From an optimization exercise on the open Yosys and OpenROAD flow, aimed at a short achievable clock period and few clock cycles; shortcuts taken in it are not production practice.
RTL that was checked went through simulation tests only; none was proved equivalent to the original.
Power is estimated from default activity; no workload was simulated.

==> inputs of run Y <==
## msop_core
module msop_core (
    input  wire        clk,
    input  wire        rst,
    output wire [7:0]  imem_addr,
    input  wire [63:0] imem_data,
    output wire        dmem_re,
    output wire        dmem_we,
    output wire [7:0]  dmem_addr,
    output wire [31:0] dmem_wdata,
    input  wire [31:0] dmem_rdata,
    output wire        halted,
    output wire        aborted,
    output wire [1:0]  abort_cause,
    input  wire [3:0]  dbg_sel,
    output wire [31:0] dbg_val
);
Settings: LEC_CHECK=0, ABC_CLOCK_PERIOD_IN_PS=5000, CAP_MARGIN=20, CORE_MARGIN=2, CORE_UTILIZATION=55, PLACE_DENSITY=0.65, SETUP_SLACK_MARGIN=5, SLEW_MARGIN=20; clock period 13.0 ns.
standard.sh (not shown) runs the stock make flow with config.mk's settings and CLKGATE_MAP_FILE= SYNTH_SCRIPT=/design/flow/synth_recipe.tcl, a recipe that flattens the netlist after the stock synthesis.
==> flow/flow/run.sh <==
#!/bin/bash
set -euo pipefail
bash standard.sh SETUP_SLACK_MARGIN=6.3 finish > standard_flow.log 2>&1
==> inputs of run F, as changes to run Y <==
--- a/flow/design.v
+++ b/flow/design.v
@@ -52,24 +52,29 @@
     reg [3:0]  wb_dst;
     reg [31:0] wb_q;
     reg        wb_neg;
     reg [3:0]  dv_cnt;           
     reg [31:0] dv_r;             
     reg [31:0] dv_s;             
-    reg [35:0] dv_m [1:15];            
+    reg [35:0] dv_odd [0:7];           
     reg        dv_neg;
     reg        m_valid;
     reg        m_ld;
     reg [3:0]  m_dst;
     reg [31:0] m_x, m_y;
     wire [31:0] m_res = m_ld ? dmem_rdata : (m_x + m_y);
     wire [31:0] sum  = e_v1 + e_v2;
     wire [31:0] diff = e_v1 - e_v2;
     wire [31:0] e_res = e_set ? e_v2 : e_sub ? diff : e_div ? 32'd0 : sum;
     wire        e_alu = e_add | e_sub | e_set;
-    wire        ea_bad = |sum[31:10];
+    wire        c10;
+    wire [9:0]  ea_lo;
+    assign {c10, ea_lo} = {1'b0, e_v1[9:0]} + {1'b0, e_v2[9:0]};
+    wire [31:10] ea_hx = e_v1[31:10] ^ e_v2[31:10];
+    wire [31:10] ea_ho = e_v1[31:10] | e_v2[31:10];
+    wire        ea_bad = (ea_hx[31:11] != ea_ho[30:10]) | (ea_hx[10] != c10);
     wire        e_mem  = e_ld | e_st;
     wire        t_zero = (e_v3 == 32'd0);
     wire        t_neg  = e_v3[31];
     reg         taken;
     always @(*) begin
         case (e_cond)
@@ -80,31 +85,30 @@
             default: taken = t_neg;
         endcase
     end
     wire        br_taken = e_br & taken;
     wire        mispredict = e_valid & !stop_r & (br_taken ? !e_ok_t : !e_ok_n);
     wire [7:0]  e_pc1 = e_pc + 8'd1;
-    wire [7:0]  redirect_pc = br_taken ? e_target : e_pc1;
     wire [31:0] mul_s, mul_c;
     msop_mul_csa u_mul (.a(e_v1), .b(e_v2), .s(mul_s), .c(mul_c));
     wire        div0   = (e_v2 == 32'd0);
     wire        sa     = e_v1[31];
     wire        sb     = e_v2[31];
-    wire [32:0] xa     = {sa, e_v1};
-    wire [32:0] xb     = {sb, e_v2};
-    wire [32:0] dsub   = xa - xb;
-    wire [32:0] dadd   = xa + xb;
-    wire [32:0] dsel   = (sa == sb) ? dsub : dadd;
-    wire        dsel_pos = !dsel[32] && (dsel != 33'd0);
-    wire        qzero  = sa ? dsel_pos : dsel[32];
+    wire [31:0] ma     = e_v1 ^ {32{sa}};
+    wire [31:0] mb     = e_v2 ^ {32{sb}};
+    wire [31:0] ab_x  = ma ^ mb;
+    wire [31:0] ab_xu = {1'b0, ab_x[31:1]};
+    wire        ab_lt = ma < mb;
+    wire        ab_eq = ma == mb;
+    wire        ab_inc = ab_x[0] & ~|(ab_xu & ~ab_x) & ~|(ab_x & ab_xu & ~ma) &
+                         ~|(ab_x & ~ab_xu & ma);
+    wire        qzero = (sa == sb) ? ab_lt : sb ? (ab_lt | ab_eq) : (ab_lt & !ab_inc);
     wire        div_start_long = e_valid & !stop_r & e_div & !div0 & !qzero &
                                  !(dv_busy & !dv_last);
     wire [31:0] abs_a  = sa ? -e_v1 : e_v1;
     wire [31:0] abs_b  = sb ? -e_v2 : e_v2;
-    wire [31:0] ma     = e_v1 ^ {32{sa}};
-    wire [31:0] mb     = e_v2 ^ {32{sb}};
     reg  [5:0]  la, lb;
     always @(*) begin
         la = 6'd0;
         for (i = 0; i < 32; i = i + 1)
             if (ma[i]) la = i + 1;
         if (sa) la = la + 6'd1;
@@ -125,28 +129,37 @@
             s = x ^ y ^ z;
             c = ((x & y) | (x & z) | (y & z)) << 1;
             mult3 = s + c;
         end
     endfunction
     wire [35:0] b1 = {4'd0, abs_b};
-    wire [35:0] dv_m0 [1:15];
-    assign dv_m0[1]  = b1;
-    assign dv_m0[2]  = b1 << 1;
-    assign dv_m0[3]  = mult3(b1 << 1, b1, 36'd0);
-    assign dv_m0[4]  = b1 << 2;
-    assign dv_m0[5]  = mult3(b1 << 2, b1, 36'd0);
-    assign dv_m0[6]  = mult3(b1 << 2, b1 << 1, 36'd0);
-    assign dv_m0[7]  = mult3(b1 << 2, b1 << 1, b1);
-    assign dv_m0[8]  = b1 << 3;
-    assign dv_m0[9]  = mult3(b1 << 3, b1, 36'd0);
-    assign dv_m0[10] = mult3(b1 << 3, b1 << 1, 36'd0);
-    assign dv_m0[11] = mult3(b1 << 3, b1 << 1, b1);
-    assign dv_m0[12] = mult3(b1 << 3, b1 << 2, 36'd0);
-    assign dv_m0[13] = mult3(b1 << 3, b1 << 2, b1);
-    assign dv_m0[14] = mult3(b1 << 3, b1 << 2, b1 << 1);
-    assign dv_m0[15] = mult3(b1 << 4, ~b1, 36'd1);       
+    wire [35:0] dv_odd0 [0:7];
+    assign dv_odd0[0] = b1;
+    assign dv_odd0[1] = mult3(b1 << 1, b1, 36'd0);
+    assign dv_odd0[2] = mult3(b1 << 2, b1, 36'd0);
+    assign dv_odd0[3] = mult3(b1 << 2, b1 << 1, b1);
+    assign dv_odd0[4] = mult3(b1 << 3, b1, 36'd0);
+    assign dv_odd0[5] = mult3(b1 << 3, b1 << 1, b1);
+    assign dv_odd0[6] = mult3(b1 << 3, b1 << 2, b1);
+    assign dv_odd0[7] = mult3(b1 << 4, ~b1, 36'd1);       
+    wire [35:0] dv_m [1:15];
+    assign dv_m[1]  = dv_odd[0];
+    assign dv_m[2]  = dv_odd[0] << 1;
+    assign dv_m[3]  = dv_odd[1];
+    assign dv_m[4]  = dv_odd[0] << 2;
+    assign dv_m[5]  = dv_odd[2];
+    assign dv_m[6]  = dv_odd[1] << 1;
+    assign dv_m[7]  = dv_odd[3];
+    assign dv_m[8]  = dv_odd[0] << 3;
+    assign dv_m[9]  = dv_odd[4];
+    assign dv_m[10] = dv_odd[2] << 1;
+    assign dv_m[11] = dv_odd[5];
+    assign dv_m[12] = dv_odd[1] << 2;
+    assign dv_m[13] = dv_odd[6];
+    assign dv_m[14] = dv_odd[3] << 1;
+    assign dv_m[15] = dv_odd[7];
     wire [35:0] dv_t = {dv_r, dv_s[31:28]};
     reg  [36:0] dv_tk [1:15];
     reg  [3:0]  dv_q;
     reg  [35:0] dv_rn;
     always @(*) begin
         dv_q  = 4'd0;
@@ -162,15 +175,15 @@
     wire [31:0] dv_s_next = {dv_s[27:0], dv_q};
     wire [31:0] dv_r_next = dv_rn[31:0];
     wire        dv_last = dv_busy & (dv_cnt == 4'd1);
     wire        dv_pending = dv_busy | wb_valid;
     wire [31:0] wb_res = (wb_q ^ {32{wb_neg}}) + {31'd0, wb_neg};
     wire        e_hold = e_valid & ((e_div & !qzero & !div0 & dv_busy & !dv_last) | e_ret);
-    wire        e_div_q0 = e_div & qzero & !div0;
-    wire        e_wr_e = e_alu | e_div_q0;        
-    wire        e_late = e_ld | e_mul | (e_div & !e_div_q0);    
+    wire        e_wr_e = e_alu | (e_div & !div0);    
+    wire        e_q0   = e_div & qzero & !div0;
+    wire        e_late = e_ld | e_mul | (e_div & !e_q0);    
     wire        abort_cond = (e_div & div0) | (e_mem & ea_bad);
     wire        abort_now = e_valid & !stop_r & abort_cond;
     wire        halt_now  = e_valid & !stop_r & e_ret & !m_valid & !dv_pending;
     wire [63:0] ir  = skid_valid ? skid_ir : imem_data;
     wire [4:0]  op  = ir[63:59];
     wire [3:0]  fa  = ir[57:54];
@@ -184,13 +197,13 @@
     wire d_is_br  = (op >= OP_BEZ) && (op <= OP_BLTZ);
     wire d_uses_a = (op == OP_STI) || (op == OP_STR) || d_is_br;
     wire d_wr_safe   = (op == OP_MUL) || (op == OP_ADD) || (op == OP_SUB) ||
                        (op == OP_MULL) || (op == OP_ADDL) || (op == OP_SUBL) ||
                        (op == OP_SET);
     wire d_wr_unsafe = (op == OP_DIV) || (op == OP_DIVL) || (op == OP_LDI) || (op == OP_LDR);
-    wire e_fwd = e_valid & e_wr_e;
+    wire e_fwd = e_valid & (e_alu | e_q0);
     wire [31:0] rA = (e_fwd && e_dst == fa) ? e_res :
                      (m_valid && m_dst == fa) ? m_res :
                      (wb_valid && wb_dst == fa) ? wb_res : regs[fa];
     wire [31:0] rB = (e_fwd && e_dst == fb) ? e_res :
                      (m_valid && m_dst == fb) ? m_res :
                      (wb_valid && wb_dst == fb) ? wb_res : regs[fb];
@@ -206,13 +219,15 @@
                   (d_wr_unsafe & e_valid & e_div & (fa == e_dst)) |
                   (d_wr_unsafe & dv_busy & (fa == dv_dst));
     wire d_adv = d_valid & !e_hold & !hazard & !mispredict & !stop_r;
     wire d_kills = d_adv & d_wr_safe & !abort_now;
     wire [7:0] d_pc1   = d_pc + 8'd1;
     wire [7:0] d_pnext = d_pred ? d_ptgt : d_pc1;
-    wire [7:0] fetch   = mispredict ? redirect_pc : d_pnext;
+    wire [7:0] nx_t    = e_ok_t ? d_pnext : e_target;    
+    wire [7:0] nx_n    = e_ok_n ? d_pnext : e_pc1;       
+    wire [7:0] fetch   = !(e_valid & !stop_r) ? d_pnext : br_taken ? nx_t : nx_n;
     always @(posedge clk) begin
         if (rst) begin
             halt_r     <= 1'b0;
             abort_r    <= 1'b0;
             cause_r    <= 2'd0;
             d_valid    <= 1'b0;
@@ -243,20 +258,20 @@
                     wb_valid <= 1'b1;
                     wb_dst   <= dv_dst;
                     wb_q     <= dv_s_next;
                     wb_neg   <= dv_neg;
                 end
             end
-            if (div_start_long && !(d_kills && fa == e_dst)) begin
-                dv_busy <= 1'b1;
+            if (div_start_long) begin
+                dv_busy <= !(d_kills && fa == e_dst);
                 dv_dst  <= e_dst;
                 dv_cnt  <= nit;
                 dv_r    <= dv_r0;
                 dv_s    <= dv_s0;
-                for (i = 1; i < 16; i = i + 1)
-                    dv_m[i] <= dv_m0[i];
+                for (i = 0; i < 8; i = i + 1)
+                    dv_odd[i] <= dv_odd0[i];
                 dv_neg  <= sa ^ sb;
             end
             if (!stop_r) begin
                 if (m_valid)
                     regs[m_dst] <= m_res;
                 if (e_valid & e_wr_e)
==> flow/run.sh (new file) <==
#!/bin/bash
# synth_recipe.tcl (not shown) runs the flow's synth.tcl, then flattens the netlist and writes it again
# the make line also repeats each setting of config.mk as NAME=value (left out here)
make -C /OpenROAD-flow-scripts/flow DESIGN_CONFIG=/design/flow/config.mk WORK_HOME=/design/flow/orfs CLKGATE_MAP_FILE= SYNTH_SCRIPT=/design/flow/synth_recipe.tcl finish
- CORE_UTILIZATION: 55 -> 40
- PLACE_DENSITY: 0.65 -> 0.6
removed: flow/flow/run.sh
removed: flow/standard.sh
==> inputs of run C, as changes to run Y <==
--- a/flow/design.v
+++ b/flow/design.v
@@ -24,17 +24,19 @@
     reg [31:0] regs [0:15];
     reg        halt_r;
     reg        abort_r;
     reg [1:0]  cause_r;
     wire       stop_r = halt_r | abort_r;
     reg        bht_taken [0:127];
+    reg        bht_seen  [0:127];     
     reg [7:0]  bht_tgt   [0:127];
     reg        d_valid;
     reg [7:0]  d_pc;
     reg        d_pred;           
     reg [7:0]  d_ptgt;           
+    reg        d_seen;           
     reg        skid_valid;       
     reg [63:0] skid_ir;
     reg        e_valid;
     reg [7:0]  e_pc;
     reg [3:0]  e_dst;
     reg [31:0] e_v1;             
@@ -52,24 +54,29 @@
     reg [3:0]  wb_dst;
     reg [31:0] wb_q;
     reg        wb_neg;
     reg [3:0]  dv_cnt;           
     reg [31:0] dv_r;             
     reg [31:0] dv_s;             
-    reg [35:0] dv_m [1:15];            
+    reg [35:0] dv_odd [0:7];           
     reg        dv_neg;
     reg        m_valid;
     reg        m_ld;
     reg [3:0]  m_dst;
     reg [31:0] m_x, m_y;
     wire [31:0] m_res = m_ld ? dmem_rdata : (m_x + m_y);
     wire [31:0] sum  = e_v1 + e_v2;
     wire [31:0] diff = e_v1 - e_v2;
     wire [31:0] e_res = e_set ? e_v2 : e_sub ? diff : e_div ? 32'd0 : sum;
     wire        e_alu = e_add | e_sub | e_set;
-    wire        ea_bad = |sum[31:10];
+    wire        c10;
+    wire [9:0]  ea_lo;
+    assign {c10, ea_lo} = {1'b0, e_v1[9:0]} + {1'b0, e_v2[9:0]};
+    wire [31:10] ea_hx = e_v1[31:10] ^ e_v2[31:10];
+    wire [31:10] ea_ho = e_v1[31:10] | e_v2[31:10];
+    wire        ea_bad = (ea_hx[31:11] != ea_ho[30:10]) | (ea_hx[10] != c10);
     wire        e_mem  = e_ld | e_st;
     wire        t_zero = (e_v3 == 32'd0);
     wire        t_neg  = e_v3[31];
     reg         taken;
     always @(*) begin
         case (e_cond)
@@ -80,31 +87,30 @@
             default: taken = t_neg;
         endcase
     end
     wire        br_taken = e_br & taken;
     wire        mispredict = e_valid & !stop_r & (br_taken ? !e_ok_t : !e_ok_n);
     wire [7:0]  e_pc1 = e_pc + 8'd1;
-    wire [7:0]  redirect_pc = br_taken ? e_target : e_pc1;
     wire [31:0] mul_s, mul_c;
     msop_mul_csa u_mul (.a(e_v1), .b(e_v2), .s(mul_s), .c(mul_c));
     wire        div0   = (e_v2 == 32'd0);
     wire        sa     = e_v1[31];
     wire        sb     = e_v2[31];
-    wire [32:0] xa     = {sa, e_v1};
-    wire [32:0] xb     = {sb, e_v2};
-    wire [32:0] dsub   = xa - xb;
-    wire [32:0] dadd   = xa + xb;
-    wire [32:0] dsel   = (sa == sb) ? dsub : dadd;
-    wire        dsel_pos = !dsel[32] && (dsel != 33'd0);
-    wire        qzero  = sa ? dsel_pos : dsel[32];
+    wire [31:0] ma     = e_v1 ^ {32{sa}};
+    wire [31:0] mb     = e_v2 ^ {32{sb}};
+    wire [31:0] ab_x  = ma ^ mb;
+    wire [31:0] ab_xu = {1'b0, ab_x[31:1]};
+    wire        ab_lt = ma < mb;
+    wire        ab_eq = ma == mb;
+    wire        ab_inc = ab_x[0] & ~|(ab_xu & ~ab_x) & ~|(ab_x & ab_xu & ~ma) &
+                         ~|(ab_x & ~ab_xu & ma);
+    wire        qzero = (sa == sb) ? ab_lt : sb ? (ab_lt | ab_eq) : (ab_lt & !ab_inc);
     wire        div_start_long = e_valid & !stop_r & e_div & !div0 & !qzero &
                                  !(dv_busy & !dv_last);
     wire [31:0] abs_a  = sa ? -e_v1 : e_v1;
     wire [31:0] abs_b  = sb ? -e_v2 : e_v2;
-    wire [31:0] ma     = e_v1 ^ {32{sa}};
-    wire [31:0] mb     = e_v2 ^ {32{sb}};
     reg  [5:0]  la, lb;
     always @(*) begin
         la = 6'd0;
         for (i = 0; i < 32; i = i + 1)
             if (ma[i]) la = i + 1;
         if (sa) la = la + 6'd1;
@@ -125,28 +131,37 @@
             s = x ^ y ^ z;
             c = ((x & y) | (x & z) | (y & z)) << 1;
             mult3 = s + c;
         end
     endfunction
     wire [35:0] b1 = {4'd0, abs_b};
-    wire [35:0] dv_m0 [1:15];
-    assign dv_m0[1]  = b1;
-    assign dv_m0[2]  = b1 << 1;
-    assign dv_m0[3]  = mult3(b1 << 1, b1, 36'd0);
-    assign dv_m0[4]  = b1 << 2;
-    assign dv_m0[5]  = mult3(b1 << 2, b1, 36'd0);
-    assign dv_m0[6]  = mult3(b1 << 2, b1 << 1, 36'd0);
-    assign dv_m0[7]  = mult3(b1 << 2, b1 << 1, b1);
-    assign dv_m0[8]  = b1 << 3;
-    assign dv_m0[9]  = mult3(b1 << 3, b1, 36'd0);
-    assign dv_m0[10] = mult3(b1 << 3, b1 << 1, 36'd0);
-    assign dv_m0[11] = mult3(b1 << 3, b1 << 1, b1);
-    assign dv_m0[12] = mult3(b1 << 3, b1 << 2, 36'd0);
-    assign dv_m0[13] = mult3(b1 << 3, b1 << 2, b1);
-    assign dv_m0[14] = mult3(b1 << 3, b1 << 2, b1 << 1);
-    assign dv_m0[15] = mult3(b1 << 4, ~b1, 36'd1);       
+    wire [35:0] dv_odd0 [0:7];
+    assign dv_odd0[0] = b1;
+    assign dv_odd0[1] = mult3(b1 << 1, b1, 36'd0);
+    assign dv_odd0[2] = mult3(b1 << 2, b1, 36'd0);
+    assign dv_odd0[3] = mult3(b1 << 2, b1 << 1, b1);
+    assign dv_odd0[4] = mult3(b1 << 3, b1, 36'd0);
+    assign dv_odd0[5] = mult3(b1 << 3, b1 << 1, b1);
+    assign dv_odd0[6] = mult3(b1 << 3, b1 << 2, b1);
+    assign dv_odd0[7] = mult3(b1 << 4, ~b1, 36'd1);       
+    wire [35:0] dv_m [1:15];
+    assign dv_m[1]  = dv_odd[0];
+    assign dv_m[2]  = dv_odd[0] << 1;
+    assign dv_m[3]  = dv_odd[1];
+    assign dv_m[4]  = dv_odd[0] << 2;
+    assign dv_m[5]  = dv_odd[2];
+    assign dv_m[6]  = dv_odd[1] << 1;
+    assign dv_m[7]  = dv_odd[3];
+    assign dv_m[8]  = dv_odd[0] << 3;
+    assign dv_m[9]  = dv_odd[4];
+    assign dv_m[10] = dv_odd[2] << 1;
+    assign dv_m[11] = dv_odd[5];
+    assign dv_m[12] = dv_odd[1] << 2;
+    assign dv_m[13] = dv_odd[6];
+    assign dv_m[14] = dv_odd[3] << 1;
+    assign dv_m[15] = dv_odd[7];
     wire [35:0] dv_t = {dv_r, dv_s[31:28]};
     reg  [36:0] dv_tk [1:15];
     reg  [3:0]  dv_q;
     reg  [35:0] dv_rn;
     always @(*) begin
         dv_q  = 4'd0;
@@ -162,15 +177,15 @@
     wire [31:0] dv_s_next = {dv_s[27:0], dv_q};
     wire [31:0] dv_r_next = dv_rn[31:0];
     wire        dv_last = dv_busy & (dv_cnt == 4'd1);
     wire        dv_pending = dv_busy | wb_valid;
     wire [31:0] wb_res = (wb_q ^ {32{wb_neg}}) + {31'd0, wb_neg};
     wire        e_hold = e_valid & ((e_div & !qzero & !div0 & dv_busy & !dv_last) | e_ret);
-    wire        e_div_q0 = e_div & qzero & !div0;
-    wire        e_wr_e = e_alu | e_div_q0;        
-    wire        e_late = e_ld | e_mul | (e_div & !e_div_q0);    
+    wire        e_wr_e = e_alu | (e_div & !div0);    
+    wire        e_q0   = e_div & qzero & !div0;
+    wire        e_late = e_ld | e_mul | (e_div & !e_q0);    
     wire        abort_cond = (e_div & div0) | (e_mem & ea_bad);
     wire        abort_now = e_valid & !stop_r & abort_cond;
     wire        halt_now  = e_valid & !stop_r & e_ret & !m_valid & !dv_pending;
     wire [63:0] ir  = skid_valid ? skid_ir : imem_data;
     wire [4:0]  op  = ir[63:59];
     wire [3:0]  fa  = ir[57:54];
@@ -184,13 +199,13 @@
     wire d_is_br  = (op >= OP_BEZ) && (op <= OP_BLTZ);
     wire d_uses_a = (op == OP_STI) || (op == OP_STR) || d_is_br;
     wire d_wr_safe   = (op == OP_MUL) || (op == OP_ADD) || (op == OP_SUB) ||
                        (op == OP_MULL) || (op == OP_ADDL) || (op == OP_SUBL) ||
                        (op == OP_SET);
     wire d_wr_unsafe = (op == OP_DIV) || (op == OP_DIVL) || (op == OP_LDI) || (op == OP_LDR);
-    wire e_fwd = e_valid & e_wr_e;
+    wire e_fwd = e_valid & (e_alu | e_q0);
     wire [31:0] rA = (e_fwd && e_dst == fa) ? e_res :
                      (m_valid && m_dst == fa) ? m_res :
                      (wb_valid && wb_dst == fa) ? wb_res : regs[fa];
     wire [31:0] rB = (e_fwd && e_dst == fb) ? e_res :
                      (m_valid && m_dst == fb) ? m_res :
                      (wb_valid && wb_dst == fb) ? wb_res : regs[fb];
@@ -206,13 +221,15 @@
                   (d_wr_unsafe & e_valid & e_div & (fa == e_dst)) |
                   (d_wr_unsafe & dv_busy & (fa == dv_dst));
     wire d_adv = d_valid & !e_hold & !hazard & !mispredict & !stop_r;
     wire d_kills = d_adv & d_wr_safe & !abort_now;
     wire [7:0] d_pc1   = d_pc + 8'd1;
     wire [7:0] d_pnext = d_pred ? d_ptgt : d_pc1;
-    wire [7:0] fetch   = mispredict ? redirect_pc : d_pnext;
+    wire       btfn    = d_valid & !d_seen & d_is_br & (d_target <= d_pc);
+    wire [7:0] d_pnx   = btfn ? d_target : d_pnext;
+    wire [7:0] fetch   = mispredict ? (br_taken ? e_target : e_pc1) : d_pnx;
     always @(posedge clk) begin
         if (rst) begin
             halt_r     <= 1'b0;
             abort_r    <= 1'b0;
             cause_r    <= 2'd0;
             d_valid    <= 1'b0;
@@ -222,14 +239,16 @@
             e_valid    <= 1'b0;
             dv_busy    <= 1'b0;
             wb_valid   <= 1'b0;
             m_valid    <= 1'b0;
             for (i = 0; i < 16; i = i + 1)
                 regs[i] <= 32'd0;
-            for (i = 0; i < 128; i = i + 1)
+            for (i = 0; i < 128; i = i + 1) begin
                 bht_taken[i] <= 1'b0;
+                bht_seen[i]  <= 1'b0;
+            end
         end else begin
             if (wb_valid)
                 regs[wb_dst] <= wb_res;
             wb_valid <= 1'b0;
             if (dv_busy) begin
                 dv_cnt <= dv_cnt - 4'd1;
@@ -243,20 +262,20 @@
                     wb_valid <= 1'b1;
                     wb_dst   <= dv_dst;
                     wb_q     <= dv_s_next;
                     wb_neg   <= dv_neg;
                 end
             end
-            if (div_start_long && !(d_kills && fa == e_dst)) begin
-                dv_busy <= 1'b1;
+            if (div_start_long) begin
+                dv_busy <= !(d_kills && fa == e_dst);
                 dv_dst  <= e_dst;
                 dv_cnt  <= nit;
                 dv_r    <= dv_r0;
                 dv_s    <= dv_s0;
-                for (i = 1; i < 16; i = i + 1)
-                    dv_m[i] <= dv_m0[i];
+                for (i = 0; i < 8; i = i + 1)
+                    dv_odd[i] <= dv_odd0[i];
                 dv_neg  <= sa ^ sb;
             end
             if (!stop_r) begin
                 if (m_valid)
                     regs[m_dst] <= m_res;
                 if (e_valid & e_wr_e)
@@ -266,12 +285,13 @@
                 if (abort_now) begin
                     abort_r <= 1'b1;
                     cause_r <= (e_div & div0) ? CAUSE_DIV0 : CAUSE_MEM;
                 end
                 if (e_valid & e_br) begin
                     bht_taken[e_pc[6:0]] <= taken;
+                    bht_seen[e_pc[6:0]]  <= 1'b1;
                     bht_tgt[e_pc[6:0]]   <= e_target;
                 end
                 m_valid <= e_valid & (e_ld | e_mul);
                 m_dst   <= e_dst;
                 m_ld    <= e_ld;
                 m_x     <= mul_s;        
@@ -281,14 +301,14 @@
                     e_pc     <= d_pc;
                     e_dst    <= fa;
                     e_v1     <= rB;
                     e_v2     <= d_uses_c ? rC : imm;
                     e_v3     <= rA;
                     e_target <= d_target;
-                    e_ok_t   <= d_pred ? (d_ptgt == d_target) : (d_pc1 == d_target);
-                    e_ok_n   <= d_pred ? (d_ptgt == d_pc1) : 1'b1;
+                    e_ok_t   <= btfn | (d_pred ? (d_ptgt == d_target) : (d_pc1 == d_target));
+                    e_ok_n   <= btfn ? (d_target == d_pc1) : d_pred ? (d_ptgt == d_pc1) : 1'b1;
                     e_add    <= (op == OP_ADD) || (op == OP_ADDL);
                     e_sub    <= (op == OP_SUB) || (op == OP_SUBL);
                     e_set    <= (op == OP_SET);
                     e_mul    <= (op == OP_MUL) || (op == OP_MULL);
                     e_div    <= (op == OP_DIV) || (op == OP_DIVL);
                     e_ld     <= (op == OP_LDI) || (op == OP_LDR);
@@ -300,12 +320,13 @@
                 skid_ir <= ir;
                 if (mispredict || !d_valid || d_adv) begin
                     d_valid    <= 1'b1;
                     d_pc       <= fetch;
                     d_pred     <= bht_taken[fetch[6:0]];
                     d_ptgt     <= bht_tgt[fetch[6:0]];
+                    d_seen     <= bht_seen[fetch[6:0]];
                     skid_valid <= 1'b0;
                 end else begin
                     skid_valid <= 1'b1;
                 end
             end
         end
==> flow/run.sh (new file) <==
#!/bin/bash
# synth_recipe.tcl (not shown) runs the flow's synth.tcl, then flattens the netlist and writes it again
# the make line also repeats each setting of config.mk as NAME=value (left out here)
make -C /OpenROAD-flow-scripts/flow DESIGN_CONFIG=/design/flow/config.mk WORK_HOME=/design/flow/orfs CLKGATE_MAP_FILE= SYNTH_SCRIPT=/design/flow/synth_recipe.tcl finish
- CORE_UTILIZATION: 55 -> 40
- PLACE_DENSITY: 0.65 -> 0.6
removed: flow/flow/run.sh
removed: flow/standard.sh
==> summary of the runs <==
Run C finished clean. Run Y ended with an error in global routing (5_1_grt) with GRT-0232. Run F passed the timing, design-rule and antenna checks.
Against run C, the non-clock buffer count of run F is lower by 18.
Of run C and run F, run C has the higher cell area (gap about 3%, measured against run F).
In run C the flip-flop and latch count is higher than in run F, by 129.
Of run C and run F, run C has the higher maximum frequency (gap about 0.25%, measured against run F).
Via count: run F is lower than run C (1.9%).
Of run C and run F, run C has the higher combinational power (gap 18%, measured against run F).
Synthesized cell count: run C is higher than run F (about 4.6%).
Against run C, the final cell count of run F is lower by about 3.7%.
Against run C, the utilization of run F is lower by 0.14 points.
Between run F and run C, the lower die area is in run F (gap 2.6%, measured against run C).
Against run F, the first-iteration DRC count of run C is larger by about 3%.
==> figures <==
|  | run Y | run F | run C |
|---|---|---|---|
| Run status | aborted with a tool error | no timing/DRC/antenna violations | no timing/DRC/antenna violations |
| Failing step | global routing (5_1_grt) | - | - |
| Sequential share of cell area | - | 0.340 | 0.343 |
| Arrival time worst endpoint | - | 5.51 ns | 5.49 ns |
| Sequential-cell power consumption | - | 10.2 mW | 11.0 mW |
| Worst vdd rail ir drop | - | 0.000446 V | 0.000664 V |
| Post-detailed-placement cell area | 192000 µm² | 194000 µm² | 198000 µm² |
| TAP cells | - | 6149 | 6223 |
| Maximum fanout along the worst path | - | 73 | 49 |
| Count of nets left with antenna violations after detail routing | - | 0 | 0 |
| Proportion of power drawn by flip-flops and latches | - | 0.204 | 0.193 |
| Layout-to-synthesis area ratio | - | 1.104x | 1.106x |
| Number of flip-flops under the largest register name | - | 1024 | 1024 |
| Worst min-delay path startpoint | - | dv_neg$_DFFE_PP_ | dv_neg$_DFFE_PP_ |
| Total power | - | 49.8 mW | 56.8 mW |
| Power dissipated in combinational cells | - | 31.7 mW | 37.5 mW |
| Setup TNS | - | 0 ns | 0 ns |
| Final Hold Slack | - | 0.431 ns | 0.422 ns |
| Comb power frac | - | 0.636 | 0.659 |
| Worst Setup EP | - | dbg_val[27] | dbg_val[22] |
| Fraction of synthesized area in multiplexers | 0.0327 | 0.0313 | 0.0320 |
| Setup WS post-layout | - | 4.89 ns | 4.91 ns |
| Sequential cell area | - | 69200 µm² | 71800 µm² |
| Compound-gate portion of the synthesized area | 0.171 | 0.185 | 0.171 |
Testbench counts of run F, summed over its fixed seeds: cycles 120,507.
Testbench counts of run C, summed over its fixed seeds: cycles 119,427.
Only the layout flow was run in run Y; the RTL was not checked for function there.

-- port drivers added, routing unchanged --
How much do the figures lean on ideal ports? The routed layouts below were timed once more, with nothing changed but the port constraints. Step 1 sets driving cells, clkbuf_16 on the clock port and buf_2 on the other inputs (assumed; they add their load-dependent delay and slew). Step 2, shift: input delay + t, output delay - t, t = (earliest + latest rising clock arrival at the registers) / 2. This alone moves slack from input paths to output paths. Three values: ideal ports, drivers, drivers and shift; two values: the first two.
run | t (ns) | setup slack, ns | hold slack, ns | worst setup path at the end | latest minus earliest clock arrival (ns)
run F | 1.060 | 4.894 / 4.823 / 4.683 | 0.431 / 0.431 / 0.431 | input to register | 0.120 / 0.120
run C | 1.102 | 4.915 / 4.795 / 4.119 | 0.422 / 0.422 / 0.422 | input to register | 0.116 / 0.115
After both steps every run listed still meets setup and hold. For run C, which loses most, drivers alone change the setup slack by -0.120 ns; drivers and shift together by -0.796 ns.
